Context: an optimization exercise on an open-source flow, tuned for small area, a short achievable clock period and few clock cycles. The choices shown serve that exercise and are no tape-out recipe.
No functional check of the RTL was part of any run shown here.
No activity file was given, so power comes from the tool's default toggle rates.

===== flow/design.v =====
module pzip_packer (
    input  wire       clk,
    input  wire       rst,
    input  wire       in_valid,
    output wire       in_ready,
    input  wire [7:0] in_data,
    input  wire       in_last,
    output wire       out_valid,
    input  wire       out_ready,
    output wire [7:0] out_data,
    output reg        done,
    output reg  [3:0] tlen
);
    integer i;
    function automatic gtf(input [7:0] a, input [7:0] b);
        integer k;
        reg r;
        begin
            r = 1'b0;
            for (k = 0; k < 8; k = k + 1)
                r = (a[k] & ~b[k]) | (~(a[k] ^ b[k]) & r);
            gtf = r;
        end
    endfunction
    reg        ih_v, is_v;
    reg  [8:0] ih, is;
    wire       consume;
    wire       push_in = in_valid && in_rdy;
    reg        in_rdy;        
    assign in_ready = in_rdy;
    wire       ih_ld = !ih_v || consume;
    always @(posedge clk) begin
        if (rst) begin
            ih_v   <= 1'b0;
            is_v   <= 1'b0;
            in_rdy <= 1'b1;
        end else if (ih_ld) begin
            ih_v   <= is_v || push_in;
            is_v   <= 1'b0;
            in_rdy <= 1'b1;
        end else if (push_in) begin
            is_v   <= 1'b1;
            in_rdy <= 1'b0;
        end
    end
    always @(posedge clk) begin
        if (ih_ld)
            ih <= is_v ? is : {in_last, in_data};
        if (!ih_ld && push_in)
            is <= {in_last, in_data};
    end
    wire [7:0] x  = ih[7:0];
    wire       xl = ih[8];
    reg        ov, sv;
    reg  [7:0] ob, sb;
    wire       wpush;
    wire [7:0] wbyte;
    assign out_valid = ov;
    assign out_data  = ob;
    wire       wr_ok = !sv;
    wire       ob_ld = !ov || out_ready;
    always @(posedge clk) begin
        if (rst) begin
            ov <= 1'b0;
            sv <= 1'b0;
        end else if (ob_ld) begin
            ov <= sv || wpush;
            sv <= 1'b0;
        end else if (wpush) begin
            sv <= 1'b1;
        end
    end
    always @(posedge clk) begin
        if (ob_ld)
            ob <= sv ? sb : wbyte;
        if (!sv)                  
            sb <= wbyte;
    end
    reg  [7:0] sa [0:8];      
    reg  [3:0] rk [0:8];      
    reg  [3:0] cnt;           
    reg        pkt_last;      
    reg        run_mode;
    reg  [7:0] rn;            
    reg  [7:0] m [0:9];       
    reg  [3:0] mc;            
    reg  [2:0]  rt;           
    reg  [3:0]  rc;           
    reg         rz;           
    reg  [29:0] za;           
    reg  [20:0] zd;           
    reg  [1:0]  zs;           
    reg         zb;           
    reg  [1:0]  zc;           
    reg         end_p;        
    reg  [3:0]  el;           
    wire       c_rle = (sa[0] == sa[8]);
    reg        c_raw;
    reg  [3:0] lo [1:8];      
    reg  [3:0] orv;
    reg        bw;
    always @(*) begin
        c_raw = 1'b0;
        orv   = 4'd0;
        for (i = 1; i < 9; i = i + 1) begin
            bw    = gtf({4'd0, sa[i-1][3:0]}, {4'd0, sa[i][3:0]});
            c_raw = c_raw | (bw ? (sa[i][7:4] != sa[i-1][7:4] + 4'd1)
                                : (sa[i][7:4] != sa[i-1][7:4]));
            lo[i] = sa[i][3:0] - sa[i-1][3:0];
            orv   = orv | lo[i];
        end
    end
    wire [3:0] bb = {orv[3], !orv[3] & orv[2], !orv[3] & !orv[2] & orv[1],
                     !orv[3] & !orv[2] & !orv[1]};
    wire [3:0] b_p1 = {1'b0, bb[2] | bb[3], bb[0] | bb[1], bb[1] | bb[3]};   
    wire [2:0] b_p2 = {!bb[0], bb[0] | bb[3], bb[0] | bb[2]};                
    reg  [31:0] pk1, pk2, pk3, pk4;
    always @(*) begin
        pk1 = 32'd0; pk2 = 32'd0; pk3 = 32'd0; pk4 = 32'd0;
        for (i = 1; i < 9; i = i + 1) begin
            pk1[32-i]        = lo[i][0];
            pk2[33-2*i -: 2] = lo[i][1:0];
            pk3[34-3*i -: 3] = lo[i][2:0];
            pk4[35-4*i -: 4] = lo[i][3:0];
        end
    end
    wire [31:0] pdl = ({32{bb[0]}} & pk1) | ({32{bb[1]}} & pk2) |
                      ({32{bb[2]}} & pk3) | ({32{bb[3]}} & pk4);
    wire [9:0] zi = {rk[8], 6'd0} + {1'b0, rk[8], 5'd0} + {4'd0, rk[8], 2'd0}
                  + {3'd0, rk[7], 3'd0} + {5'd0, rk[7], 1'b0} + {6'd0, rk[6]};
    function automatic [6:0] pair(input [3:0] h, input [3:0] l);
        pair = {h, 3'd0} + {2'd0, h, 1'b0} + {3'd0, l};
    endfunction
    wire [29:0] hz = {za[23:0], 6'd0} + {1'b0, za[23:0], 5'd0} + {4'd0, za[23:0], 2'd0}
                   + {23'd0, zd[20:14]};
    localparam [2:0] E_IDLE = 3'd0, E_TAG = 3'd1, E_Z = 3'd2, E_M = 3'd3,
                     E_ET = 3'd4, E_EP = 3'd5, E_EM = 3'd6;
    reg  [2:0] ep;
    reg  [2:0] wn;            
    reg  [7:0] wl;            
    reg        dw;            
    reg        rec_p;
    wire [2:0] ep_e = (ep != E_IDLE) ? ep : (end_p && !dw) ? E_ET :
                      (rec_p && !end_p) ? E_TAG : E_IDLE;
    wire       t_merge = !(wn[2] && (wn[1] || wn[0]));        
    wire       wn_le5  = !(wn[2] && wn[1]);                    
    reg        ch_v;          
    reg  [10:0] ch;           
    reg  [3:0] ch_n;          
    reg        m_pop;
    always @(*) begin
        ch_v  = 1'b0;
        ch    = 11'd0;
        ch_n  = 4'd8;
        m_pop = 1'b0;
        case (ep_e)
            E_TAG: begin
                ch_v  = wr_ok;
                ch    = t_merge ? {rt, m[0]} : {rt, 8'd0};
                ch_n  = t_merge ? 4'd11 : 4'd3;
                m_pop = wr_ok && t_merge;
            end
            E_Z: begin
                ch_v = wr_ok && (zs == 2'd3);
                ch   = {((zc == 2'd0) ? {2'b00, za[29:24]} : za[29:22]), 3'd0};
            end
            E_M, E_EM: begin
                ch_v  = wr_ok;
                ch    = {m[0], 3'd0};
                m_pop = wr_ok;
            end
            E_ET: begin
                ch_v = wr_ok;
                ch   = 11'h700;
                ch_n = wn_le5 ? (4'd8 - {1'b0, wn}) : 4'd3;
            end
            E_EP: begin
                ch_v = wr_ok;
                ch   = 11'h000;
                ch_n = 4'd8 - {1'b0, wn};
            end
            default: ;
        endcase
    end
    wire [18:0] comb = {wl, 11'h000} | ({ch, 8'h00} >> wn);
    wire [4:0]  tot  = {2'b00, wn} + {1'b0, ch_n};
    assign wpush = ch_v && tot[3];
    assign wbyte = comb[18:11];
    wire full = (cnt == 4'd9);
    wire eq   = (x == sa[0]);
    wire early = (mc == 4'd10) && m_pop;
    wire hand  = !run_mode && full && !(end_p && pkt_last) && !zb && ((mc == 4'd9) || early);
    wire h_pd  = hand && !c_rle && !c_raw;
    wire h_raw = hand && c_raw;
    wire rle_go = hand && c_rle && !pkt_last;    
    wire rm = run_mode || rle_go;
    wire [7:0] rn_e = run_mode ? rn : 8'd9;
    wire r_more = (rn_e != 8'd255);
    wire r_ext  = rm && ih_v && eq && r_more;
    wire r_end  = (r_ext && xl && !end_p) || (ih_v && !(eq && r_more) && !(xl && end_p)) ||
                  (!ih_v && !r_more);
    wire rle_w  = (rm && r_end) || (hand && c_rle && pkt_last);
    wire [7:0] rle_n = (rm && r_ext) ? rn_e + 8'd1 : rn_e;
    wire m_space = m_pop || (mc != 4'd10);
    assign consume = ih_v && (
        run_mode ? ((r_ext && !xl) || r_end) :
        full     ? (hand && !pkt_last && !(xl && end_p)) :
                   (m_space && !(xl && end_p)));
    wire ins = consume && !r_ext;
    wire [3:0] cnt_e = (run_mode || full) ? 4'd0 : cnt;
    reg  [8:0] gt;
    always @(*) begin
        for (i = 0; i < 8; i = i + 1)
            gt[i] = (i >= cnt_e) || gtf(sa[i], x);
        gt[8] = 1'b1;
    end
    wire [3:0] q = {!gt[7],
                    !gt[3] & gt[7],
                    (!gt[1] & gt[3]) | (!gt[5] & gt[7]),
                    (!gt[0] & gt[1]) | (!gt[2] & gt[3]) | (!gt[4] & gt[5]) | (!gt[6] & gt[7]) | !gt[8]};
    reg  [3:0] rk_n [1:8];
    reg  [3:0] rk_p [1:8];
    always @(*) begin
        for (i = 1; i < 9; i = i + 1)
            rk_p[i] = rk[i] + 4'd1;
    end
    always @(*) begin
        for (i = 1; i < 9; i = i + 1)
            rk_n[i] = (rk[i] > q) ? rk_p[i] : rk[i];
    end
    wire [3:0] mc_p = mc - {3'd0, m_pop};
    wire [3:0] mc_k = h_pd   ? b_p1 :
                      rle_w  ? 4'd2 :
                      rle_go ? 4'd0 : mc_p;
    reg  [9:0] xs_p;
    always @(*) begin
        for (i = 0; i < 10; i = i + 1)
            xs_p[i] = m_pop ? (mc == i + 1) : (mc == i);
    end
    wire [9:0] xs_d = {4'd0, orv[3], !orv[3] & orv[2], !orv[3] & !orv[2] & orv[1],
                       !orv[3] & !orv[2] & !orv[1], 2'd0};
    wire [9:0] xs = h_pd ? xs_d : rle_w ? 10'd4 : xs_p;
    always @(posedge clk) begin
        if (ins) begin
            for (i = 0; i < 9; i = i + 1)
                if (gt[i])
                    sa[i] <= (i == 0) ? x : (gt[i-1] ? sa[i-1] : x);
            for (i = 0; i < 8; i = i + 1)
                rk[i] <= rk_n[i+1];
            rk[8] <= q + 4'd1;
        end
        for (i = 0; i < 10; i = i + 1) begin
            if (ih_v && xs[i])
                m[i] <= x;
            else if (h_pd && i < 5)
                m[i] <= (i == 0) ? sa[0] : pdl[39-8*i -: 8];
            else if (rle_w && i < 2)
                m[i] <= (i == 0) ? rle_n : sa[0];
            else if (m_pop && i < 9)
                m[i] <= m[i+1];
        end
    end
    wire fire = dw && !sv && (!ov || out_ready);
    wire rec = h_pd || h_raw || rle_w;
    always @(posedge clk) begin
        if (rst) begin
            cnt      <= 4'd0;
            pkt_last <= 1'b0;
            run_mode <= 1'b0;
            mc       <= 4'd0;
            zb       <= 1'b0;
            end_p    <= 1'b0;
            ep       <= E_IDLE;
            wn       <= 3'd0;
            wl       <= 8'd0;
            done     <= 1'b0;
            dw       <= 1'b0;
            rec_p    <= 1'b0;
        end else begin
            mc <= mc_k + {3'd0, ins};
            if (ins)
                cnt <= (xl && cnt_e != 4'd8) ? 4'd0 : cnt_e + 4'd1;
            else if (hand)
                cnt <= 4'd0;
            if (ins && xl && cnt_e == 4'd8)
                pkt_last <= 1'b1;
            else if (hand)
                pkt_last <= 1'b0;
            if (rm)
                run_mode <= !r_end;
            if (h_pd)
                zb <= 1'b1;
            else if (ep_e == E_Z && ch_v && zc == 2'd3)
                zb <= 1'b0;
            if ((ins && xl && cnt_e != 4'd8) || (hand && pkt_last) || (rm && r_end && r_ext))
                end_p <= 1'b1;
            else if (fire)
                end_p <= 1'b0;
            done <= fire;
            if (fire)
                dw <= 1'b0;
            else if (ch_v && ((ep_e == E_ET && wn_le5 && el == 4'd0) ||
                              (ep_e == E_EP && el == 4'd0) ||
                              (ep_e == E_EM && rc == 4'd1)))
                dw <= 1'b1;
            if (rec && end_p)
                rec_p <= 1'b1;
            else if (ep == E_IDLE && ep_e == E_TAG && ch_v)
                rec_p <= 1'b0;
            if (ch_v) begin
                wn <= tot[2:0];
                wl <= tot[3] ? comb[10:3] : comb[18:11];
            end
            if (rec && !end_p)
                ep <= E_TAG;
            else case (ep_e)
                E_TAG: if (ch_v)
                    ep <= E_M;
                E_M: if (ch_v && rc == 4'd1)
                    ep <= rz ? E_Z : E_IDLE;
                E_Z: if (ch_v && zc == 2'd3)
                    ep <= E_IDLE;
                E_ET: if (ch_v)
                    ep <= !wn_le5 ? E_EP : (el == 4'd0) ? E_IDLE : E_EM;
                E_EP: if (ch_v)
                    ep <= (el == 4'd0) ? E_IDLE : E_EM;
                E_EM: if (ch_v && rc == 4'd1)
                    ep <= E_IDLE;
                default: ;
            endcase
        end
    end
    always @(posedge clk) begin
        if (ins && xl && cnt_e != 4'd8)
            el <= cnt_e + 4'd1;
        else if ((hand && pkt_last) || (rm && r_end && r_ext))
            el <= 4'd0;
        if (dw)
            tlen <= el;
        if (rm)
            rn <= (r_ext && !xl) ? rn_e + 8'd1 : rn_e;
        if (rec) begin
            rt <= h_pd ? b_p2 : h_raw ? 3'd1 : 3'd0;
            rc <= h_pd ? b_p1 : h_raw ? 4'd9 : 4'd2;
            rz <= h_pd;
        end else if ((ep_e == E_ET || ep_e == E_EP) && !rec_p)
            rc <= el;
        else if (m_pop)
            rc <= rc - 4'd1;
        if (h_pd) begin
            za <= {20'd0, zi};
            zd <= {pair(rk[5], rk[4]), pair(rk[3], rk[2]), pair(rk[1], rk[0])};
            zs <= 2'd0;
            zc <= 2'd0;
        end else if (zs != 2'd3) begin
            za <= hz;
            zd <= {zd[13:0], 7'd0};
            zs <= zs + 2'd1;
        end else if (ep_e == E_Z && ch_v) begin
            za <= (zc == 2'd0) ? {za[23:0], 6'd0} : {za[21:0], 8'd0};
            zc <= zc + 2'd1;
        end
    end
endmodule

===== flow/flow/run.sh =====
#!/bin/bash
# The standard layout, with the port buffers made of buf_4 cells instead of
# the cell buffer_ports picks by itself (a slow delay buffer on sky130hd).
set -euo pipefail
bash standard.sh 'BUFFER_PORTS_ARGS=-buffer_cell sky130_fd_sc_hd__buf_4' finish > standard_flow.log 2>&1

===== flow/config.mk =====
export PLATFORM = sky130hd
export DESIGN_NAME = pzip_packer
export DESIGN_NICKNAME = pzip_packer
export VERILOG_FILES = /design/flow/design.v
export SDC_FILE = /design/flow/constraint.sdc
export NUM_CORES = 4
export LEC_CHECK = 0
export CAP_MARGIN = 20
export CORE_MARGIN = 2
export CORE_UTILIZATION = 40
export CTS_BUF_LIST = sky130_fd_sc_hd__clkbuf_16
export CTS_CLUSTER_DIAMETER = 100
export CTS_CLUSTER_SIZE = 26
export SLEW_MARGIN = 20

===== flow/constraint.sdc =====
create_clock -name core_clock -period 23.0 [get_ports {clk}]
set_input_delay 4.6000 -clock core_clock [delete_from_list [all_inputs] [get_ports {clk}]]
set_output_delay 4.6000 -clock core_clock [all_outputs]
set_load 0.01 [all_outputs]

===== flow/standard.sh =====
#!/bin/bash
# synth_recipe.tcl (not shown) runs the flow's synth.tcl, then flattens the netlist and writes it again
# the make line also repeats each setting of config.mk as NAME=value (left out here)
make -C /OpenROAD-flow-scripts/flow DESIGN_CONFIG=/design/flow/config.mk WORK_HOME=/design/flow/orfs CLKGATE_MAP_FILE= SYNTH_SCRIPT=/design/flow/synth_recipe.tcl "${@:-finish}"

==> results of run 1 <==
[per-stage QoR]
| stage | hold WS (ps) | utilization [%] | cell area, µm² | std cells | total power (µW) |
|---|---|---|---|---|---|
| 4_1_cts | 463 | 43.0 | 26600 | 3279 | 2610 |
| 2_1_floorplan | 412 | - | 24900 | 2460 | 1880 |
| 3_5_place_dp | 441 | 42.0 | 25900 | 3245 | 2200 |
| 3_3_place_gp | 429 | 42.0 | 25900 | 3245 | 2170 |
| 5_1_grt | 476 | 43.1 | 26600 | 3279 | 2810 |
| 6_report | 459 | 43.1 | 26600 | 3280 | 2610 |
[cells in the final DEF (no fill, tap or decap), types with 11 or more instances in the layout]
| cell type | synthesis | routed |
|---|---|---|
| a21o_1 | 49 | 49 |
| fa_1 | 45 | 45 |
| edfxtp_1 | 269 | 269 |
| a211oi_1 | 24 | 24 |
| a31oi_1 | 21 | 21 |
| nor2b_1 | 31 | 31 |
| dfxtp_1 | 66 | 66 |
| nor3_1 | 35 | 35 |
| nand2_1 | 254 | 253 |
| xnor2_1 | 92 | 92 |
| a21boi_0 | 14 | 14 |
| ha_1 | 272 | 270 |
| mux2_1 | 17 | 17 |
| buf_4 | 5 | 58 |
| nor2_1 | 138 | 138 |
| nand3_1 | 34 | 34 |
| o21ai_0 | 176 | 175 |
| a21oi_1 | 124 | 124 |
| nor3b_1 | 15 | 15 |
| o21ai_1 | 16 | 16 |
| o211ai_1 | 24 | 24 |
| mux2_2 | 49 | 49 |
| clkbuf_16 | 0 | 20 |
| and3_1 | 18 | 18 |
| nand2b_1 | 38 | 38 |
| xor2_1 | 42 | 42 |
| and2_1 | 27 | 27 |
| o22ai_1 | 11 | 11 |
| nand3b_1 | 12 | 12 |
| mux2i_1 | 94 | 94 |
| nand4_1 | 18 | 18 |
| o21a_1 | 15 | 15 |
| inv_1 | 115 | 117 |
[report_power, final]
group | internal (µW) | switching, µW | leakage (µW) | total (µW)
combinational | 548 | 712 | 0.00739 | 1260
sequential | 819 | 130 | 0.00312 | 948
clock | 173 | 223 | 0.000325 | 397
total | 1540 | 1070 | 0.0108 | 2610
[path summary, 6_finish.rpt]
check	from	endpoint	cells past startpoint
worst max-delay path	ob[2]$_DFFE_PN_	out_data[2]	1
worst max register to register	ih[1]$_DFFE_PP_	rk[0][1]$_DFFE_PP_	19
worst min register to register	sb[5]$_DFF_P_	sb[5]$_DFF_P_	2
worst min-delay path	sb[5]$_DFF_P_	sb[5]$_DFF_P_	2
[area by class of cell]
type	count	share of cell area, %
diodes	1	0.00942
clock buffers	20	1.88
clock inverters	14	0.480
inverters	120	1.70
multi-input cells	1895	55.0
flip-flops and latches	335	35.4
well taps	837	3.94
repair buffers	58	1.64
[metal layers]
| layer | global-route usage (%) | share of wire [%] | up-vias |
|---|---|---|---|
| met5 | 0 | 0 | - |
| met4 | 5.06 | 2.2 | 0 |
| met3 | 1.97 | 4.9 | 87 |
| met2 | 33.5 | 47 | 469 |
| met1 | 28.1 | 46 | 9046 |
| li1 | - | - | 8942 |
[cells by family (layout without fill, tap and decap cells)]
| logic type | after synthesis | count (layout) | synth area share (%) |
|---|---|---|---|
| xor gates and xnor gates | 134 | 134 | 4.71 |
| other | 0 | 1 | 0 |
| adders and majority gates | 317 | 317 | 17.3 |
| AOI/OAI and AO/OA | 598 | 598 | 15.6 |
| DFF | 335 | 335 | 37.7 |
| buffers and inverters | 230 | 212 | 3.86 |
| and+or+nand+nor | 677 | 677 | 13.5 |
| muxes | 169 | 169 | 7.33 |
[registers in the layout, indices dropped and copies added, names as in the netlist, 4 cells and up]
register,count
sb,8
ih,9
tlen,4
is,9
rn,8
za,30
el,4
sa,72
wl,8
rk,36
m,80
rc,4
zd,21
cnt,4
mc,4
ob,8
[Yosys cell counts (8+ instances only)]
library cell	instances
a211oi_1	24
a21boi_0	14
a21o_1	49
a21oi_1	124
a311oi_1	9
a31oi_1	21
a41oi_1	8
and2_1	27
and3_1	18
buf_2	19
clkbuf_1	70
dfxtp_1	66
edfxtp_1	269
fa_1	45
ha_1	272
inv_1	115
mux2_1	17
mux2_2	49
mux2_4	8
mux2i_1	94
nand2_1	254
nand2b_1	38
nand3_1	34
nand3b_1	12
nand4_1	18
nor2_1	138
nor2b_1	31
nor3_1	35
nor3b_1	15
nor4_1	10
o211ai_1	24
o21a_1	15
o21ai_0	176
o21ai_1	16
o21bai_1	9
o22ai_1	11
or3_1	10
xnor2_1	92
xor2_1	42
==> impl_metrics.py, run 1 <==
metrics = {
    "run_status": {
        "status": "no timing/DRC/antenna violations",
    },
    "floorplanning": {
        "core_area_um2": 61700,
        "die_area_um2": 64300,
        "die_w_um": 254,
        "rows": 91,
        "die_y_um": 254,
        "initial_core_util_pct": 40.4,
        "ios": 28,
    },
    "timing": {
        "worst_pin_slew_ps": 1010,
        "rsz0062_at_grt": "no",
        "finalMaxSlewViolations": 0,
        "max_freq_mhz": 175,
        "worst_slack_ps": 17280,
        "hold_violations": 0,
        "finalCritPeriodShare_pct": 24.8,
        "setup_violations": 0,
        "fin_setup_tns_ps": 0,
        "fin_worst_skew_ps": 41.4,
        "min_period_ps": 5720,
        "slew_headroom_pct": 32.3,
    },
    "layout": {
        "nFillCells": 5928,
        "layout-drive-gt1-share_pct": 8.35,
        "multi_input_area_um2": 14600,
        "final_nets": 2759,
        "syn_to_final_growth_pct": 6.61,
        "ff_latch_area_um2": 9400,
    },
    "power_and_ir_drop": {
        "ir_drop_v": 0.0000616,
        "power_density_nw_per_um2": 98.1,
        "p_leak_uw": 0.0108,
    },
    "critical_path": {
        "crit_fanout": 1,
        "end_kind": "output pin",
        "r2r_setup_slack_ps": 17390,
        "crit_type": "reg2out",
        "crit_path_top_delay_cell": "edfxtp_1",
        "worst_setup_path_start_kind": "flip-flop",
        "worstPathCellList": "buf_4",
        "critPathArrivalTime_ps": 1120,
        "cp.required_ps": 18400,
        "slowest_delay_ps": 390,
        "crit_family": "flip-flops",
        "critPathBufInv": 1,
    },
    "clock_tree": {
        "clk_latency_ps": 570,
        "clock_sinks": 335,
        "cts_resized": 0,
        "cts_setup_buffers": 0,
        "htreeDepth": 1,
        "cts_tree": "done",
        "cts_buffers": 19,
        "cts_root_buf": "clkbuf_16",
        "hold_buffers": 0,
        "clk_pin_slew_worst_paths_ps": 100,
        "ctsLongestPathBuffers": 3,
    },
    "grt": {
        "grt_max_degree": 76,
        "antenna_found_initial": 1,
        "grt_pass1_wl_mm": 104,
        "grt_pass1_vias": 18354,
        "overflow": 0,
        "grt_usage_pct": 20.1,
    },
    "placement": {
        "dp_slack_ps": 17190,
        "routabilityCongestion": 0.898,
        "dpl.hpwl_mm": 48.3,
        "port_buffers": 27,
    },
    "logic_synthesis": {
        "synth-edff-count": 269,
        "async_flop_share_pct": 0,
        "ys_seq_area_share_pct": 37.7,
        "ys_ff_latch": 335,
        "synth_cell_type_count": 102,
        "synth_ff_type": "edfxtp_1",
        "synth.cell_area_um2": 24900,
        "synthCells": 2460,
        "synth_top_area_share_pct": 32.4,
        "synth_top_cells_by_area": "edfxtp_1 (32%), ha_1 (14%), dfxtp_1 (5.3%), nand2_1 (3.8%), mux2i_1 (3.8%)",
        "synth_fp_nets": 2790,
        "synth_area_per_cell_um2": 10.1,
        "synth_top_area_cell": "edfxtp_1",
        "yosysWarnings": 12,
    },
    "route": {
        "viasPerCell": 5.65,
        "drc_errors": 0,
        "drt-initial-drc-count": 1349,
        "wl_mm": 64.8,
        "wl_per_cell_um": 19.8,
        "drtAntennaViolNets": 0,
        "firstDrtPassIters": 6,
        "vias": 18544,
    },
    "hold_path": {
        "hold_path_class": "reg2reg",
    },
    "run": {
        "maxCapViolations": 0,
    },
}
==> run 2: changes to the inputs <==
--- a/flow/design.v
+++ b/flow/design.v
@@ -230,7 +230,12 @@
     end
     wire [3:0] mc_p = mc - {3'd0, m_pop};
+    wire [3:0] mc_d = mc - 4'd1;
+    wire [3:0] mc_i = mc + 4'd1;
+    wire [3:0] mc_k1 = h_pd   ? b_p1 + 4'd1 :
+                       rle_w  ? 4'd3 :
+                       rle_go ? 4'd1 : (m_pop ? mc : mc_i);
     wire [3:0] mc_k = h_pd   ? b_p1 :
                       rle_w  ? 4'd2 :
-                      rle_go ? 4'd0 : mc_p;
+                      rle_go ? 4'd0 : (m_pop ? mc_d : mc);
     reg  [9:0] xs_p;
     always @(*) begin
@@ -278,5 +283,5 @@
             rec_p    <= 1'b0;
         end else begin
-            mc <= mc_k + {3'd0, ins};
+            mc <= ins ? mc_k1 : mc_k;
             if (ins)
                 cnt <= (xl && cnt_e != 4'd8) ? 4'd0 : cnt_e + 4'd1;
==> run 2 against run 1 <==
- critical path depth unchanged
- sequential share of layout area is 0.062 points higher
- maximum frequency is 1.1% lower
- area after synthesis is essentially flat
- combinational power is about 50% higher
- sequential cell count did not move
==> impl_metrics.py, run 2 <==
metrics = {
    "timing": {
        "fin_setup_tns_ps": 0,
        "finalCritPeriodShare_pct": 25.1,
        "setup_violations": 0,
        "worst_pin_slew_ps": 1060,
        "fin_worst_hold_slack_ps": 465,
        "max_freq_mhz": 173,
        "min_period_ps": 5780,
        "finalMaxSlewViolations": 0,
        "slew_headroom_pct": 28.3,
        "hold_violations": 0,
        "fin_worst_skew_ps": 33.2,
        "rsz0062_at_grt": "no",
    },
    "clock_tree": {
        "clk_latency_ps": 560,
        "cts_buffers": 18,
        "htreeDepth": 1,
        "clk_pin_slew_worst_paths_ps": 110,
        "cts_tree": "done",
        "cts_root_buf": "clkbuf_16",
        "cts_resized": 0,
        "ctsLongestPathBuffers": 3,
        "cts_setup_buffers": 0,
        "clock_sinks": 335,
        "hold_buffers": 0,
    },
    "critical_path": {
        "crit_type": "reg2out",
        "crit_path_top_delay_cell": "edfxtp_1",
        "critPathBufInv": 1,
        "worstPathCellList": "buf_4",
        "reg2reg_depth": 19,
        "critical_path_depth": 1,
        "r2r-end": "rk[0][1]$_DFFE_PN_",
        "endpoint": "tlen[2]",
        "crit_family": "flip-flops",
        "cp-startpoint": "tlen[2]$_DFFE_PP_",
        "slowest_delay_ps": 450,
        "worst_setup_path_start_kind": "flip-flop",
        "crit_fanout": 1,
        "timing.rr.start": "ih[1]$_DFFE_PP_",
        "critPathArrivalTime_ps": 1180,
        "cp.required_ps": 18400,
        "end_kind": "output pin",
        "r2r_setup_slack_ps": 17260,
    },
    "grt": {
        "grt_max_degree": 73,
        "grt_pass1_vias": 18694,
        "grt_pass1_wl_mm": 104,
        "grt_usage_pct": 20.2,
        "antenna_found_initial": 0,
        "overflow": 0,
    },
    "floorplanning": {
        "die_area_um2": 64300,
        "initial_core_util_pct": 40.4,
        "die_w_um": 254,
        "core_area_um2": 61600,
        "ios": 28,
        "die_y_um": 254,
        "rows": 91,
    },
    "route": {
        "firstDrtPassIters": 5,
        "wl_mm": 65.0,
        "drtAntennaViolNets": 0,
        "viasPerCell": 5.70,
        "drc_errors": 0,
        "vias": 18794,
        "drt-initial-drc-count": 1552,
        "wl_per_cell_um": 19.7,
    },
    "layout": {
        "final_nets": 2783,
        "largest_register_ffs": 80,
        "syn_to_final_growth_pct": 6.47,
        "post-route-util_pct": 43.1,
        "final_common_cell": "ha_1",
        "reg.largest.list": "m x80, sa x72, rk x36",
        "layout-drive-gt1-share_pct": 8.21,
        "final_cell_mix": "ha_1 (273), edfxtp_1 (269), nand2_1 (239)",
        "nFillCells": 5838,
        "largest-register": "m",
    },
    "logic_synthesis": {
        "yosysWarnings": 12,
        "yosysMostFrequentCell": "ha_1",
        "ys_ff_latch": 335,
        "synth_simple_gate_area_share_pct": 13.0,
        "synth-xor-area-share_pct": 4.85,
        "synthAdderAreaFrac_pct": 17.4,
        "synth_top_family_by_area": "adder cells",
        "synthCells": 2490,
        "synth_compound_area_share_pct": 15.8,
        "async_flop_share_pct": 0,
        "synth_area_per_cell_um2": 10.0,
        "synthMuxAreaShare_pct": 7.30,
        "ys_seq_area_share_pct": 37.7,
        "synth.cell_area_um2": 24900,
        "synth.top_cells.by_count": "ha_1 (275), edfxtp_1 (269), nand2_1 (240)",
        "synth_top_area_share_pct": 32.4,
        "synth_top_cells_by_area": "edfxtp_1 (32%), ha_1 (14%), dfxtp_1 (5.3%), mux2i_1 (4.1%), fa_1 (3.6%)",
        "synth_top_area_cell": "edfxtp_1",
        "synth_cell_type_count": 98,
        "synth_ff_type": "edfxtp_1",
        "synth_fp_nets": 2823,
        "synth-edff-count": 269,
    },
    "power_and_ir_drop": {
        "ir_drop_v": 0.0000864,
        "p_leak_uw": 0.0109,
        "power_density_nw_per_um2": 124,
    },
    "hold_path": {
        "hold_path_class": "reg2reg",
    },
    "run_status": {
        "status": "no timing/DRC/antenna violations",
    },
    "placement": {
        "port_buffers": 27,
        "routabilityCongestion": 0.892,
        "dpl.hpwl_mm": 48.3,
    },
    "run": {
        "maxCapViolations": 0,
    },
}
## run 2: changes by cell type after synthesis, moves of 14 or more
cell | before | now
mux2_1 | 17 | 0
nor2_1 | 138 | 154
nand2_1 | 254 | 240
a21o_1 | 49 | 65
a211oi_1 | 24 | 38
clkbuf_1 | 70 | 87
mux2_2 | 49 | 67
## run 2: per-layer routing
| layer | routed length, µm | GRT usage [%] | vias up |
|---|---|---|---|
| met5 | 0 | 0 | - |
| met3 | 3650 | 2.33 | 88 |
| met4 | 1650 | 5.19 | 0 |
| met1 | 29000 | 27.5 | 9184 |
| li1 | - | - | 9001 |
| met2 | 30700 | 34.0 | 521 |
## run 2: cell type report
| type | count | area [µm²] | area share (%) |
|---|---|---|---|
| Multi-Input combinational cell | 1905 | 14600 | 54.9 |
| Sequential cell | 335 | 9400 | 35.4 |
| Tap cell | 837 | 1050 | 3.95 |
| Clock buffer | 20 | 500 | 1.89 |
| Inverter | 133 | 499 | 1.88 |
| Timing Repair Buffer | 57 | 428 | 1.61 |
| Clock inverter | 9 | 77.6 | 0.292 |
| Antenna cell | 1 | 2.50 | 0.00943 |
## run 2: power by group
group | total, µW | internal, µW | switching [µW]
Sequential | 1010 | 870 | 142
Combinational | 1890 | 807 | 1090
Clock | 381 | 163 | 218
## run 2: worst min-delay path by stage
stage                        from  cells after the start       endpoint  slack [ps]
floorplan           sb[6]$_DFF_P_                      2  sb[6]$_DFF_P_         430
global placement    sb[6]$_DFF_P_                      2  sb[6]$_DFF_P_         440
detailed placement  sb[6]$_DFF_P_                      2  sb[6]$_DFF_P_         460
CTS                 sb[0]$_DFF_P_                      2  sb[0]$_DFF_P_         480
global route        sb[0]$_DFF_P_                      2  sb[0]$_DFF_P_         490
finish              sb[0]$_DFF_P_                      2  sb[0]$_DFF_P_         470
## run 2: cells by family after synthesis
family | count (synthesis)
and+or+nand+nor | 673
xor gates and xnor gates | 138
adders and majority gates | 320
buffers and inverters | 250
AOI/OAI and AO/OA | 603
muxes | 171
DFF | 335
## run 2: through the flow
step           setup WS [ps]  cell area (µm²)  total power (µW)  instances
2_1_floorplan          17520            24900              2430       2490
3_3_place_gp           17200            25900              2850       3267
3_5_place_dp           17190            25900              2890       3267
4_1_cts                17200            26500              3290       3296
5_1_grt                16870            26500              3580       3296
6_report               17220            26500              3290       3297
==> run 3: changes to the inputs <==
--- a/flow/design.v
+++ b/flow/design.v
@@ -47,5 +47,5 @@
         if (ih_ld)
             ih <= is_v ? is : {in_last, in_data};
-        if (!ih_ld && push_in)
+        if (in_rdy)               
             is <= {in_last, in_data};
     end
@@ -341,8 +341,6 @@
         else if ((hand && pkt_last) || (rm && r_end && r_ext))
             el <= 4'd0;
-        if (dw)
-            tlen <= el;
-        if (rm)
-            rn <= (r_ext && !xl) ? rn_e + 8'd1 : rn_e;
+        tlen <= el;               
+        rn <= (r_ext && !xl) ? rn_e + 8'd1 : rn_e;    
         if (rec) begin
             rt <= h_pd ? b_p2 : h_raw ? 3'd1 : 3'd0;
@@ -353,12 +351,12 @@
         else if (m_pop)
             rc <= rc - 4'd1;
+        zd <= h_pd ? {pair(rk[5], rk[4]), pair(rk[3], rk[2]), pair(rk[1], rk[0])}
+                   : {zd[13:0], 7'd0};
         if (h_pd) begin
             za <= {20'd0, zi};
-            zd <= {pair(rk[5], rk[4]), pair(rk[3], rk[2]), pair(rk[1], rk[0])};
             zs <= 2'd0;
             zc <= 2'd0;
         end else if (zs != 2'd3) begin
             za <= hz;
-            zd <= {zd[13:0], 7'd0};
             zs <= zs + 2'd1;
         end else if (ep_e == E_Z && ch_v) begin
==> run 3 against run 2 <==
- sequential power is 12% lower
- clock skew increased by 19 ps
- combinational power fell by 36%
- power is 24% lower
- via count hardly changed
- maximum frequency decreased by 4.9%
- setup slack got worse by 300 ps
- sequential share of layout area shrank 0.79 points
- largest cell class unchanged
- largest power group unchanged
==> impl_metrics.py, run 3 <==
metrics = {
    "layout": {
        "final_nets": 2768,
        "layout-drive-gt1-share_pct": 9.11,
        "final_common_cell": "ha_1",
        "largest-register": "m",
        "syn_to_final_growth_pct": 6.52,
        "ff_latch_area_um2": 9070,
        "final_cells": 3233,
        "multi_input_area_um2": 14600,
        "largest_register_ffs": 80,
        "post-route-util_pct": 43.2,
        "design_area_um2": 26200,
        "reg.largest.list": "m x80, sa x72, rk x36",
        "final_cell_mix": "ha_1 (272), nand2_1 (247), edfxtp_1 (236)",
        "nFillCells": 5823,
    },
    "clock_tree": {
        "clk_latency_ps": 570,
        "cts_setup_buffers": 0,
        "cts_buffers": 19,
        "ctsLongestPathBuffers": 3,
        "clock_sinks": 335,
        "hold_buffers": 0,
        "cts_root_buf": "clkbuf_16",
        "clk_pin_slew_worst_paths_ps": 100,
        "htreeDepth": 1,
        "cts_tree": "done",
        "cts_resized": 0,
    },
    "placement": {
        "port_buffers": 27,
        "placed_area_um2": 25600,
        "routabilityCongestion": 0.963,
        "dp_cells": 3197,
        "dpl.hpwl_mm": 49.3,
    },
    "power_and_ir_drop": {
        "p_seq_share_pct": 35.9,
        "p_sw_share_pct": 41.3,
        "combPwrFrac_pct": 48.6,
        "p_clk_share_pct": 15.5,
        "total_power_uw": 2480,
        "power.switching_uw": 1030,
        "p_leak_uw": 0.0105,
        "ir_drop_v": 0.0000765,
        "power_density_nw_per_um2": 94.8,
        "p_int_uw": 1460,
    },
    "grt": {
        "grt_usage_pct": 20.9,
        "grt_max_degree": 63,
        "antenna_found_initial": 2,
        "overflow": 0,
        "grt_pass1_vias": 18665,
        "grt_pass1_wl_mm": 106,
    },
    "critical_path": {
        "endpoint": "in_ready",
        "crit_family": "flip-flops",
        "crit_type": "reg2out",
        "cp.required_ps": 18400,
        "crit_fanout": 12,
        "critPathArrivalTime_ps": 1480,
        "worstPathCellList": "buf_4",
        "timing.rr.start": "sa[6][1]$_DFFE_PP_",
        "end_kind": "output pin",
        "slowest_delay_ps": 690,
        "r2r_setup_slack_ps": 17440,
        "worst_setup_path_start_kind": "flip-flop",
        "r2r-end": "m[1][1]$_DFFE_PP_",
        "crit_path_top_delay_cell": "dfxtp_1",
        "critPathBufInv": 1,
        "reg2reg_depth": 14,
        "critical_path_depth": 1,
        "cp-startpoint": "in_rdy$_SDFFE_PP1P_",
    },
    "logic_synthesis": {
        "synth_top_area_share_pct": 28.8,
        "synth.cell_area_um2": 24600,
        "synthAdderAreaFrac_pct": 17.6,
        "synth_top_area_cell": "edfxtp_1",
        "ys_seq_area_share_pct": 36.9,
        "synth_top_cells_by_area": "edfxtp_1 (29%), ha_1 (14%), dfxtp_1 (8.1%), mux2_2 (4.0%), nand2_1 (3.8%)",
        "synth_area_per_cell_um2": 9.96,
        "synth_simple_gate_area_share_pct": 13.0,
        "synth-xor-area-share_pct": 5.06,
        "synth_cell_type_count": 86,
        "synth.top_cells.by_count": "ha_1 (274), nand2_1 (248), edfxtp_1 (236)",
        "synth_compound_area_share_pct": 15.3,
        "synth_fp_nets": 2799,
        "synthCells": 2467,
        "synth-edff-count": 236,
        "synthMuxAreaShare_pct": 8.20,
        "async_flop_share_pct": 0,
        "yosysMostFrequentCell": "ha_1",
        "yosysWarnings": 12,
        "ys_ff_latch": 335,
        "synth_ff_type": "edfxtp_1",
        "synth_top_family_by_area": "adder cells",
    },
    "route": {
        "wl_mm": 67.3,
        "wl_per_cell_um": 20.8,
        "vias": 18805,
        "viasPerCell": 5.82,
        "drtAntennaViolNets": 0,
        "firstDrtPassIters": 5,
        "drc_errors": 0,
        "drt-initial-drc-count": 1646,
    },
    "timing": {
        "finalMaxSlewViolations": 0,
        "min_period_ps": 6080,
        "worst_pin_slew_ps": 1070,
        "max_freq_mhz": 165,
        "fin_setup_tns_ps": 0,
        "rsz0062_at_grt": "no",
        "hold_violations": 0,
        "setup_violations": 0,
        "finalCritPeriodShare_pct": 26.4,
        "fin_worst_skew_ps": 52.6,
        "slew_headroom_pct": 28.2,
    },
    "floorplanning": {
        "core_area_um2": 60600,
        "rows": 90,
        "die_area_um2": 63400,
        "initial_core_util_pct": 40.6,
        "die_w_um": 252,
        "die_y_um": 252,
        "ios": 28,
    },
    "run_status": {
        "status": "no timing/DRC/antenna violations",
    },
    "run": {
        "maxCapViolations": 0,
    },
    "hold_path": {
        "hold_path_class": "reg2reg",
    },
}
==> run 3: changes by cell type in the layout (fill, tap and decap cells not counted), sizes merged, moves of 13 or more <==
cell and delta:
edfxtp -33, a211oi -14, dfxtp +33, a21oi -17, mux2 +27, nor2 -17, a21o -13
==> run 3: kinds of logic after synthesis <==
family	Yosys count
AOI/OAI and AO/OA	584
adders and majority gates	319
and+or+nand+nor	661
xor gates and xnor gates	142
muxes	188
DFF	335
buffers and inverters	238
==> run 3: worst min path at each step <==
stage / from / end / slack (ps) / cells past startpoint
after detailed placement: el[1]$_SDFFCE_PN0P_ / tlen[1]$_DFF_P_ / 390 / 0
after global placement: el[1]$_SDFFCE_PN0P_ / tlen[1]$_DFF_P_ / 390 / 0
after floorplan: el[0]$_SDFFCE_PN0P_ / tlen[0]$_DFF_P_ / 370 / 0
final: el[1]$_SDFFCE_PN0P_ / tlen[1]$_DFF_P_ / 410 / 0
after CTS: el[1]$_SDFFCE_PN0P_ / tlen[1]$_DFF_P_ / 410 / 0
after global routing: el[1]$_SDFFCE_PN0P_ / tlen[1]$_DFF_P_ / 430 / 0
==> run 3: worst register-to-register path: cells and delay by family, from the launching register on <==
family | cells | cell delay (ps)
compound gates | 6 | 1320
fa+ha+maj | 1 | 340
buf+inv | 3 | 930
flops | 1 | 500
simple gates | 4 | 2210
==> run 3: layout make-up <==
cell class	count	area share [%]
Clock inverter	15	0.497
Antenna cell	2	0.0191
Timing Repair Buffer	55	1.58
Multi-Input combinational cell	1894	55.8
Sequential cell	335	34.6
Clock buffer	19	1.82
Inverter	131	1.88
Tap cell	782	3.74
==> run 3: per-layer routing <==
metal | track usage [%] | wire length (µm) | up-vias
met5 | 0 | 27 | -
met4 | 4.77 | 1460 | 4
met3 | 2.72 | 4060 | 98
met2 | 34.9 | 31300 | 565
met1 | 28.9 | 30500 | 9203
li1 | - | - | 8935
==> run 3: per-stage QoR <==
step           setup slack, ps  hold WS (ps)
5_1_grt                  16850           429
2_1_floorplan            17550           371
3_3_place_gp             17280           390
3_5_place_dp             17230           386
6_report                 16920           409
4_1_cts                  16890           410
==> run 3: power by group through the flow <==
stage	sequential (µW)	combinational [µW]	clock, µW
CTS	890	1200	396
global placement	901	1160	0
global route	904	1350	417
detailed placement	904	1180	0
finish	891	1210	386
floorplan	855	916	0
==> run 4: changes to the inputs <==
--- a/flow/design.v
+++ b/flow/design.v
@@ -230,12 +230,7 @@
     end
     wire [3:0] mc_p = mc - {3'd0, m_pop};
-    wire [3:0] mc_d = mc - 4'd1;
-    wire [3:0] mc_i = mc + 4'd1;
-    wire [3:0] mc_k1 = h_pd   ? b_p1 + 4'd1 :
-                       rle_w  ? 4'd3 :
-                       rle_go ? 4'd1 : (m_pop ? mc : mc_i);
     wire [3:0] mc_k = h_pd   ? b_p1 :
                       rle_w  ? 4'd2 :
-                      rle_go ? 4'd0 : (m_pop ? mc_d : mc);
+                      rle_go ? 4'd0 : mc_p;
     reg  [9:0] xs_p;
     always @(*) begin
@@ -283,5 +278,5 @@
             rec_p    <= 1'b0;
         end else begin
-            mc <= ins ? mc_k1 : mc_k;
+            mc <= mc_k + {3'd0, ins};
             if (ins)
                 cnt <= (xl && cnt_e != 4'd8) ? 4'd0 : cnt_e + 4'd1;
==> run 4 against run 3 <==
- still clean on timing, DRC and antenna
- via count is 3.2% lower
- register-to-register slack worse by 620 ps
- wire length is 4.4% lower
- critical path depth is 16 higher
- largest power group unchanged
==> impl_metrics.py, run 4 <==
metrics = {
    "timing": {
        "rsz0062_at_grt": "no",
        "worst_pin_slew_ps": 1080,
        "finalMaxSlewViolations": 0,
        "slew_headroom_pct": 27.7,
        "fin_setup_tns_ps": 0,
        "fin_worst_skew_ps": 50.9,
        "hold_violations": 0,
        "max_freq_mhz": 162,
        "setup_violations": 0,
        "finalCritPeriodShare_pct": 26.9,
        "min_period_ps": 6180,
        "worst_slack_ps": 16820,
    },
    "layout": {
        "final_common_cell": "ha_1",
        "final_nets": 2682,
        "post-route-util_pct": 43.2,
        "reg.largest.list": "m x80, sa x72, rk x36",
        "largest-register": "m",
        "largest_register_ffs": 80,
        "syn_to_final_growth_pct": 7.15,
        "layout-drive-gt1-share_pct": 9.77,
        "final_cell_mix": "ha_1 (271), edfxtp_1 (236), nand2_1 (197)",
        "nFillCells": 5726,
    },
    "run_status": {
        "status": "no timing/DRC/antenna violations",
    },
    "floorplanning": {
        "ios": 28,
        "die_y_um": 250,
        "initial_core_util_pct": 40.3,
        "die_w_um": 250,
        "core_area_um2": 60000,
        "die_area_um2": 62400,
        "rows": 90,
    },
    "logic_synthesis": {
        "synth_cell_type_count": 88,
        "yosysWarnings": 12,
        "ys_seq_area_share_pct": 37.5,
        "ys_ff_latch": 335,
        "async_flop_share_pct": 0,
        "synthCells": 2367,
        "synth_fp_nets": 2698,
        "yosysMostFrequentCell": "ha_1",
        "synth-edff-count": 236,
        "synth_area_per_cell_um2": 10.2,
        "synth_top_area_cell": "edfxtp_1",
        "synth_ff_type": "edfxtp_1",
        "synth.cell_area_um2": 24200,
        "synth_top_cells_by_area": "edfxtp_1 (29%), ha_1 (14%), dfxtp_1 (8.2%), mux2i_1 (4.3%), mux2_2 (4.1%)",
        "synth_top_area_share_pct": 29.3,
        "synth.top_cells.by_count": "ha_1 (273), edfxtp_1 (236), nand2_1 (197)",
    },
    "grt": {
        "overflow": 0,
        "grt_usage_pct": 20.1,
        "grt_max_degree": 83,
        "grt_pass1_vias": 17819,
        "grt_pass1_wl_mm": 101,
        "antenna_found_initial": 1,
    },
    "clock_tree": {
        "clk_latency_ps": 580,
        "cts_root_buf": "clkbuf_16",
        "cts_buffers": 19,
        "cts_tree": "done",
        "cts_setup_buffers": 0,
        "hold_buffers": 0,
        "cts_resized": 0,
        "htreeDepth": 1,
        "clock_sinks": 335,
        "ctsLongestPathBuffers": 3,
        "clk_pin_slew_worst_paths_ps": 110,
    },
    "critical_path": {
        "critPathArrivalTime_ps": 6480,
        "cp.required_ps": 23310,
        "cp-startpoint": "ih[1]$_DFFE_PP_",
        "timing.rr.start": "ih[1]$_DFFE_PP_",
        "r2r_setup_slack_ps": 16820,
        "crit_fanout": 18,
        "worst_setup_path_start_kind": "flip-flop",
        "end_kind": "flip-flop",
        "crit_type": "reg2reg",
    },
    "hold_path": {
        "hold_path_class": "reg2reg",
        "worstHoldStart": "el[2]$_SDFFCE_PN0P_",
    },
    "power_and_ir_drop": {
        "total_power_uw": 2750,
        "p_sw_share_pct": 42.9,
        "combPwrFrac_pct": 52.2,
        "power_density_nw_per_um2": 106,
        "ir_drop_v": 0.0000854,
        "p_clk_share_pct": 14.1,
        "p_int_uw": 1570,
        "p_leak_uw": 0.0105,
        "p_seq_share_pct": 33.7,
        "power.switching_uw": 1180,
    },
    "run": {
        "maxCapViolations": 0,
    },
    "placement": {
        "dp_slack_ps": 16900,
        "routabilityCongestion": 0.898,
        "dpl.hpwl_mm": 47.7,
        "port_buffers": 27,
    },
    "route": {
        "drtAntennaViolNets": 0,
        "firstDrtPassIters": 5,
        "viasPerCell": 5.79,
        "wl_mm": 64.3,
        "drt-initial-drc-count": 1647,
        "drc_errors": 0,
        "wl_per_cell_um": 20.4,
        "vias": 18211,
    },
}
==> run 4: metrics by stage <==
step	instances	hold slack, ps	area (µm²)
CTS	3146	411	25900
detailed placement	3112	384	25300
finish	3147	409	25900
global placement	3111	389	25300
floorplan	2367	362	24200
global route	3146	421	25900
==> run 4: final cells by class <==
| class | instances | area, µm² | area share (%) |
|---|---|---|---|
| clock inverter | 15 | 140 | 0.541 |
| antenna | 1 | 2.50 | 0.00966 |
| inverter | 129 | 484 | 1.87 |
| multi-input combinational | 1805 | 14300 | 55.2 |
| clock buffer | 19 | 475 | 1.83 |
| sequential | 335 | 9070 | 35.0 |
| tap | 782 | 978 | 3.78 |
| timing repair buffer | 61 | 455 | 1.76 |
==> run 4: metal layers <==
metal	vias up	part of all wire (%)	track usage, %
met2	547	45	31.6
met1	8836	46	28.3
met5	-	0	0
li1	8723	-	-
met4	0	3.4	7.28
met3	105	6.2	2.69
==> run 4: logic make-up (layout without fill, tap and decap cells) <==
logic type	after synthesis	in the layout	synth area share [%]
buffers and inverters	227	224	3.61
DFF	335	335	37.5
and+or+nand+nor	598	598	12.4
muxes	194	194	8.49
adders and majority gates	318	318	17.8
AOI/OAI and AO/OA	561	561	15.2
xor gates and xnor gates	134	134	4.88
other	0	1	0
==> run 4: path summary, 6_finish.rpt <==
path	endpoint	cells past startpoint
setup reg to reg	rk[4][1]$_DFFE_PN_	17
hold reg to reg	tlen[2]$_DFF_P_	0
hold / removal	tlen[2]$_DFF_P_	0
setup / recovery	rk[4][1]$_DFFE_PN_	17
==> run 4: worst max-delay path: stages, from the launching register on <==
cell	delay, ps
edfxtp_1	640
clkinv_1	660
ha_1	510
a31o_2	240
a21o_1	170
a21o_1	170
a21o_1	170
a21o_1	180
a31oi_2	740
nor2b_1	130
or4_1	800
ha_1	300
nor2b_1	110
o21ai_0	110
nand2b_1	100
a21oi_1	70
a41oi_1	400
mux2_2	400
==> run 4: power by group through the flow <==
stage / Sequential, µW / Combinational (µW) / Clock, µW
4_1_cts: 925 / 1430 / 400
3_3_place_gp: 933 / 1380 / 0
3_5_place_dp: 938 / 1410 / 0
6_report: 927 / 1440 / 388
5_1_grt: 943 / 1600 / 419
2_1_floorplan: 880 / 1100 / 0
==> run 5: changes to the inputs <==
--- a/flow/design.v
+++ b/flow/design.v
@@ -104,8 +104,7 @@
         orv   = 4'd0;
         for (i = 1; i < 9; i = i + 1) begin
-            bw    = gtf({4'd0, sa[i-1][3:0]}, {4'd0, sa[i][3:0]});
+            {bw, lo[i]} = {1'b0, sa[i][3:0]} - {1'b0, sa[i-1][3:0]};
             c_raw = c_raw | (bw ? (sa[i][7:4] != sa[i-1][7:4] + 4'd1)
                                 : (sa[i][7:4] != sa[i-1][7:4]));
-            lo[i] = sa[i][3:0] - sa[i-1][3:0];
             orv   = orv | lo[i];
         end
==> run 5 against run 4 <==
- setup slack improved by 200 ps
- still clean
- sequential cell count did not move
- critical endpoint is now in_ready
- power rose by 2.1%
- register-to-register slack improved by 450 ps
==> impl_metrics.py, run 5 <==
metrics = {
    "grt": {
        "grt_max_degree": 77,
        "grtUsageMet2_pct": 32.1,
        "antenna_found_initial": 0,
        "grt_usage_pct": 20.2,
        "top_usage_layer": "met2",
        "grt_pass1_wl_mm": 97.7,
        "grt_pass1_vias": 17409,
        "met1_usage_pct": 28.5,
        "overflow": 0,
        "grtUsageMet3_pct": 2.49,
    },
    "logic_synthesis": {
        "synth.top_cells.by_count": "ha_1 (249), nand2_1 (245), edfxtp_1 (236)",
        "ys_ff_latch": 335,
        "synth_top_cells_by_area": "edfxtp_1 (30%), ha_1 (13%), dfxtp_1 (8.4%), nand2_1 (3.9%), fa_1 (3.8%)",
        "synth_fp_nets": 2693,
        "synth_ff_type": "edfxtp_1",
        "synthCells": 2386,
        "synth_cell_type_count": 91,
        "yosysWarnings": 12,
        "synth_top_area_share_pct": 29.9,
        "synth.cell_area_um2": 23700,
        "synth_top_area_cell": "edfxtp_1",
        "synth_area_per_cell_um2": 9.94,
        "ys_seq_area_share_pct": 38.2,
        "async_flop_share_pct": 0,
        "yosysMostFrequentCell": "ha_1",
        "synth-edff-count": 236,
    },
    "run_status": {
        "status": "no timing/DRC/antenna violations",
    },
    "placement": {
        "routabilityCongestion": 0.890,
        "placed_area_um2": 24700,
        "port_buffers": 27,
        "dp_cells": 3108,
        "dpl.hpwl_mm": 45.8,
    },
    "route": {
        "wl_per_cell_um": 19.8,
        "firstDrtPassIters": 6,
        "drtAntennaViolNets": 0,
        "drt-initial-drc-count": 1649,
        "vias": 17822,
        "viasPerCell": 5.67,
        "drc_errors": 0,
        "wl_mm": 62.3,
    },
    "layout": {
        "design_area_um2": 25300,
        "largest-register": "m",
        "final_nets": 2663,
        "largest_register_ffs": 80,
        "final_common_cell": "ha_1",
        "diodes": 0,
        "final_cell_mix": "ha_1 (247), nand2_1 (245), edfxtp_1 (236)",
        "nFillCells": 5716,
        "final_cells": 3141,
        "syn_to_final_growth_pct": 6.63,
        "reg.largest.list": "m x80, sa x72, rk x36",
        "layout-drive-gt1-share_pct": 9.08,
    },
    "timing": {
        "worst_pin_slew_ps": 1130,
        "fin_worst_hold_slack_ps": 412,
        "hold_violations": 0,
        "setup_violations": 0,
        "fin_worst_skew_ps": 25.8,
        "min_period_ps": 5980,
        "fin_setup_tns_ps": 0,
        "max_freq_mhz": 167,
        "slew_headroom_pct": 24.5,
        "rsz0062_at_grt": "no",
        "finalMaxSlewViolations": 0,
        "finalCritPeriodShare_pct": 26.0,
    },
    "hold_path": {
        "hold_path_class": "reg2reg",
    },
    "critical_path": {
        "end_kind": "output pin",
        "critPathArrivalTime_ps": 1380,
        "worstPathCellList": "buf_4",
        "worst_setup_path_start_kind": "flip-flop",
        "crit_path_top_delay_cell": "dfxtp_1",
        "crit_type": "reg2out",
        "crit_family": "flip-flops",
        "critPathBufInv": 1,
        "cp.required_ps": 18400,
        "crit_fanout": 12,
        "slowest_delay_ps": 630,
    },
    "floorplanning": {
        "rows": 89,
        "die_area_um2": 61300,
        "die_y_um": 248,
        "core_area_um2": 58800,
        "ios": 28,
        "die_w_um": 248,
        "initial_core_util_pct": 40.4,
    },
    "clock_tree": {
        "clock_sinks": 335,
        "clk_latency_ps": 560,
        "cts_setup_buffers": 0,
        "cts_tree": "done",
        "htreeDepth": 1,
        "hold_buffers": 0,
        "cts_resized": 0,
        "cts_buffers": 19,
        "clk_pin_slew_worst_paths_ps": 100,
        "cts_root_buf": "clkbuf_16",
        "ctsLongestPathBuffers": 3,
    },
    "power_and_ir_drop": {
        "p_leak_uw": 0.0102,
        "ir_drop_v": 0.0000645,
        "power_density_nw_per_um2": 111,
    },
    "run": {
        "maxCapViolations": 0,
    },
}
run 5: cell count changes after synthesis, sizes merged, moves of 24 or more:
cell,delta
nor2,+57
nand2,+49
o21ai,+35
a21oi,-32
nand2b,+28
o211ai,+25
ha,-24
run 5: cells by family after synthesis:
group | synth area share [%]
flops | 38.2
buf+inv | 3.40
mux | 8.00
simple gates | 14.6
xor+xnor | 5.31
fa+ha+maj | 16.9
compound gates | 13.5
run 5: metrics by stage:
step / util (%) / setup slack [ps] / power, µW
final: 43.0 / 17020 / 2810
after global routing: 43.0 / 16900 / 3050
after CTS: 43.0 / 16980 / 2820
after detailed placement: 42.0 / 17290 / 2430
after global placement: 42.0 / 17350 / 2390
after floorplan: - / 17620 / 2050
run 5: area by class of cell:
class / instances / area (µm²) / area share, %
Clock buffer: 19 / 475 / 1.88
Clock inverter: 14 / 123 / 0.485
Inverter: 106 / 398 / 1.57
Multi-Input combinational cell: 1844 / 13900 / 54.9
Sequential cell: 335 / 9070 / 35.8
Tap cell: 773 / 967 / 3.82
Timing Repair Buffer: 50 / 375 / 1.48
run 5: metal layers:
layer | up-vias | part of all wire [%]
met5 | - | 0
met4 | 0 | 3.1
met3 | 93 | 5.2
met2 | 468 | 45
met1 | 8650 | 46
li1 | 8611 | -
run 5: power breakdown:
group | leakage, µW | switching, µW | total (µW) | internal [µW]
Clock | 0.000291 | 220 | 380 | 160
Sequential | 0.00307 | 154 | 1000 | 846
Combinational | 0.00679 | 817 | 1430 | 615
run 5: worst paths after layout:
path / start / end / slack, ps / depth (start not counted)
worst max register to register: ih[1]$_DFFE_PP_ / rk[2][1]$_DFFE_PN_ / 17270 / 20
worst min-delay path: el[3]$_SDFFCE_PN0P_ / tlen[3]$_DFF_P_ / 410 / 0
worst max-delay path: in_rdy$_SDFFE_PP1P_ / in_ready / 17020 / 1
worst min register to register: el[3]$_SDFFCE_PN0P_ / tlen[3]$_DFF_P_ / 410 / 0
==> run 6: changes to the inputs <==
--- a/flow/design.v
+++ b/flow/design.v
@@ -47,5 +47,5 @@
         if (ih_ld)
             ih <= is_v ? is : {in_last, in_data};
-        if (in_rdy)               
+        if (!ih_ld && push_in)
             is <= {in_last, in_data};
     end
==> run 6 against run 5 <==
- clock power is 7.4% lower
- largest power group unchanged
- combinational power hardly changed
- highest routed layer unchanged
- synthesized cell count is 0.46% higher
- still clean
==> impl_metrics.py, run 6 <==
metrics = {
    "grt": {
        "antenna_found_initial": 0,
        "grt_max_degree": 67,
        "grt_pass1_wl_mm": 100,
        "grt_usage_pct": 20.0,
        "overflow": 0,
        "grt_pass1_vias": 17786,
    },
    "critical_path": {
        "crit_family": "flip-flops",
        "crit_fanout": 1,
        "r2r_setup_slack_ps": 17570,
        "end_kind": "output pin",
        "timing.rr.start": "ih[1]$_DFFE_PP_",
        "slowest_delay_ps": 380,
        "critPathArrivalTime_ps": 1070,
        "critPathBufInv": 1,
        "worst_setup_path_start_kind": "flip-flop",
        "crit_type": "reg2out",
        "reg2reg_depth": 19,
        "crit_path_top_delay_cell": "edfxtp_1",
        "cp.required_ps": 18400,
        "r2r-end": "rk[3][1]$_DFFE_PN_",
        "worstPathCellList": "buf_4",
    },
    "run": {
        "maxCapViolations": 0,
    },
    "logic_synthesis": {
        "synth_compound_area_share_pct": 13.6,
        "ys_ff_latch": 335,
        "synthCells": 2397,
        "synthMuxAreaShare_pct": 9.92,
        "synth-edff-count": 236,
        "yosysMostFrequentCell": "ha_1",
        "synth_area_per_cell_um2": 10.1,
        "synth_top_cells_by_area": "edfxtp_1 (29%), ha_1 (13%), dfxtp_1 (8.2%), mux2i_1 (5.5%), mux2_2 (4.4%)",
        "async_flop_share_pct": 0,
        "synth_top_family_by_area": "adder cells",
        "synth.top_cells.by_count": "ha_1 (249), edfxtp_1 (236), nand2_1 (206)",
        "synth_ff_type": "edfxtp_1",
        "ys_seq_area_share_pct": 37.4,
        "synth_simple_gate_area_share_pct": 13.8,
        "synth-xor-area-share_pct": 5.12,
        "yosysWarnings": 12,
        "synth_top_area_cell": "edfxtp_1",
        "synth_top_area_share_pct": 29.2,
        "synth.cell_area_um2": 24200,
        "synth_cell_type_count": 90,
        "synthAdderAreaFrac_pct": 16.6,
        "synth_fp_nets": 2704,
    },
    "floorplanning": {
        "die_w_um": 250,
        "die_area_um2": 62600,
        "ios": 28,
        "rows": 90,
        "core_area_um2": 60100,
        "die_y_um": 250,
        "initial_core_util_pct": 40.3,
    },
    "clock_tree": {
        "clk_latency_ps": 550,
        "hold_buffers": 0,
        "cts_setup_buffers": 0,
        "clock_sinks": 335,
        "htreeDepth": 1,
        "clk_pin_slew_worst_paths_ps": 100,
        "ctsLongestPathBuffers": 3,
        "cts_buffers": 17,
        "cts_resized": 0,
        "cts_tree": "done",
        "cts_root_buf": "clkbuf_16",
    },
    "timing": {
        "finalCritPeriodShare_pct": 24.7,
        "hold_violations": 0,
        "fin_worst_skew_ps": 22.9,
        "finalMaxSlewViolations": 0,
        "slew_headroom_pct": 36.6,
        "setup_violations": 0,
        "fin_setup_tns_ps": 0,
        "max_freq_mhz": 176,
        "worst_slack_ps": 17330,
        "worst_pin_slew_ps": 945,
        "rsz0062_at_grt": "no",
        "min_period_ps": 5670,
    },
    "layout": {
        "final_nets": 2686,
        "largest-register": "m",
        "largest_register_ffs": 80,
        "final_cell_mix": "ha_1 (247), edfxtp_1 (236), nand2_1 (206)",
        "reg.largest.list": "m x80, sa x72, rk x36",
        "layout-drive-gt1-share_pct": 9.58,
        "final_cells": 3173,
        "syn_to_final_growth_pct": 6.45,
        "final_common_cell": "ha_1",
    },
    "placement": {
        "dp_cells": 3142,
        "routabilityCongestion": 0.891,
        "port_buffers": 27,
        "dp_slack_ps": 17240,
        "dpl.hpwl_mm": 47.3,
    },
    "hold_path": {
        "worstHoldStart": "el[1]$_SDFFCE_PN0P_",
        "hold_path_class": "reg2reg",
        "holdPathStages": 0,
        "min_to": "tlen[1]$_DFF_P_",
    },
    "route": {
        "vias": 17978,
        "drc_errors": 0,
        "firstDrtPassIters": 8,
        "wl_mm": 63.4,
        "drt-initial-drc-count": 1382,
        "viasPerCell": 5.67,
        "wl_per_cell_um": 20.0,
        "drtAntennaViolNets": 0,
    },
    "power_and_ir_drop": {
        "ir_drop_v": 0.000102,
        "p_leak_uw": 0.0105,
        "power_density_nw_per_um2": 106,
        "total_power_uw": 2720,
    },
    "run_status": {
        "status": "no timing/DRC/antenna violations",
    },
}
-- run 6: cell types whose count changed after synthesis, moves of 11 or more --
cell,change
o21ai_0,-39
mux2i_1,+45
o211ai_1,-15
nand2_1,-39
nand3_1,-18
and2_1,+13
mux2_2,+16
inv_1,+18
mux2_1,-11
nand2b_1,-11
a21o_1,+20
-- run 6: kinds of logic after synthesis --
| kind of cell | Yosys count |
|---|---|
| xor gates and xnor gates | 141 |
| and+or+nand+nor | 668 |
| DFF | 335 |
| muxes | 228 |
| AOI/OAI and AO/OA | 513 |
| buffers and inverters | 218 |
| adders and majority gates | 294 |
-- run 6: metal layers --
metal | share of wire, % | vias up | GRT usage [%]
met5 | 0 | - | 0
met4 | 2.8 | 0 | 5.18
met3 | 5.4 | 90 | 2.27
met2 | 46 | 447 | 33.2
met1 | 45 | 8729 | 27.8
li1 | - | 8712 | -
-- run 6: report_power, final --
| part | internal [µW] | switching (µW) |
|---|---|---|
| clock | 147 | 205 |
| combinational | 625 | 819 |
| sequential | 806 | 123 |
-- run 6: worst max path at each step --
| stage | depth (start not counted) | endpoint | slack (ps) | startpoint |
|---|---|---|---|---|
| after floorplan | 2 | is[0]$_DFFE_PP_ | 17570 | in_valid |
| after global placement | 3 | is[4]$_DFFE_PP_ | 17270 | in_valid |
| after detailed placement | 5 | end_p$_SDFFE_PP0P_ | 17240 | out_ready |
| after CTS | 1 | out_data[4] | 17280 | ob[4]$_DFFE_PN_ |
| after global routing | 19 | rk[5][1]$_DFFE_PN_ | 17240 | ih[1]$_DFFE_PP_ |
| final | 1 | out_data[4] | 17330 | ob[4]$_DFFE_PN_ |
-- run 6: per-stage QoR --
stage | util, % | hold slack [ps] | instance area (µm²)
4_1_cts | 42.9 | 417 | 25800
3_5_place_dp | 42.0 | 400 | 25300
3_3_place_gp | 42.0 | 397 | 25300
6_report | 42.9 | 412 | 25800
2_1_floorplan | - | 366 | 24200
5_1_grt | 42.9 | 424 | 25800
-- run 6: final cells by class --
cell class	count	area, µm²
multi-input combinational	1844	14300
sequential	335	9070
clock inverter	12	65.1
fill	5773	34300
inverter	124	465
clock buffer	18	450
timing repair buffer	57	428
antenna	1	2.50
tap	782	978

[separate check: timing with driven ports]
In the flow no input, the clock included, has a driving cell. The finished layouts below were timed again as built, in two steps.
Step 1 sets driving cells, clkbuf_16 on the clock port and buf_2 on the other inputs (assumed; they add their load-dependent delay and slew).
Step 2 times the ports against the registers' clock, not the clock port: input delays grow and output delays shrink by t, the midpoint of the rising clock arrivals with the driver on.
Three values: no drivers, after step 1, after step 2; two values: the first two.
| run | t, ns | setup slack, ns | slew at the worst register clock pin (ns) |
|---|---|---|---|
| run 1 | 0.609 | 17.285 / 17.225 / 17.230 | 0.11 / 0.11 |
| run 2 | 0.603 | 17.219 / 17.160 / 17.184 | 0.11 / 0.11 |
| run 3 | 0.605 | 16.923 / 16.865 / 17.219 | 0.11 / 0.11 |
| run 4 | 0.615 | 16.822 / 16.822 / 16.822 | 0.11 / 0.11 |
| run 5 | 0.603 | 17.019 / 16.961 / 17.257 | 0.11 / 0.11 |
| run 6 | 0.592 | 17.326 / 17.270 / 17.236 | 0.11 / 0.11 |
After both steps every run listed still meets setup and hold. The setup slack of run 6, which loses most, moves by -0.056 ns with the drivers and by -0.090 ns with both steps.
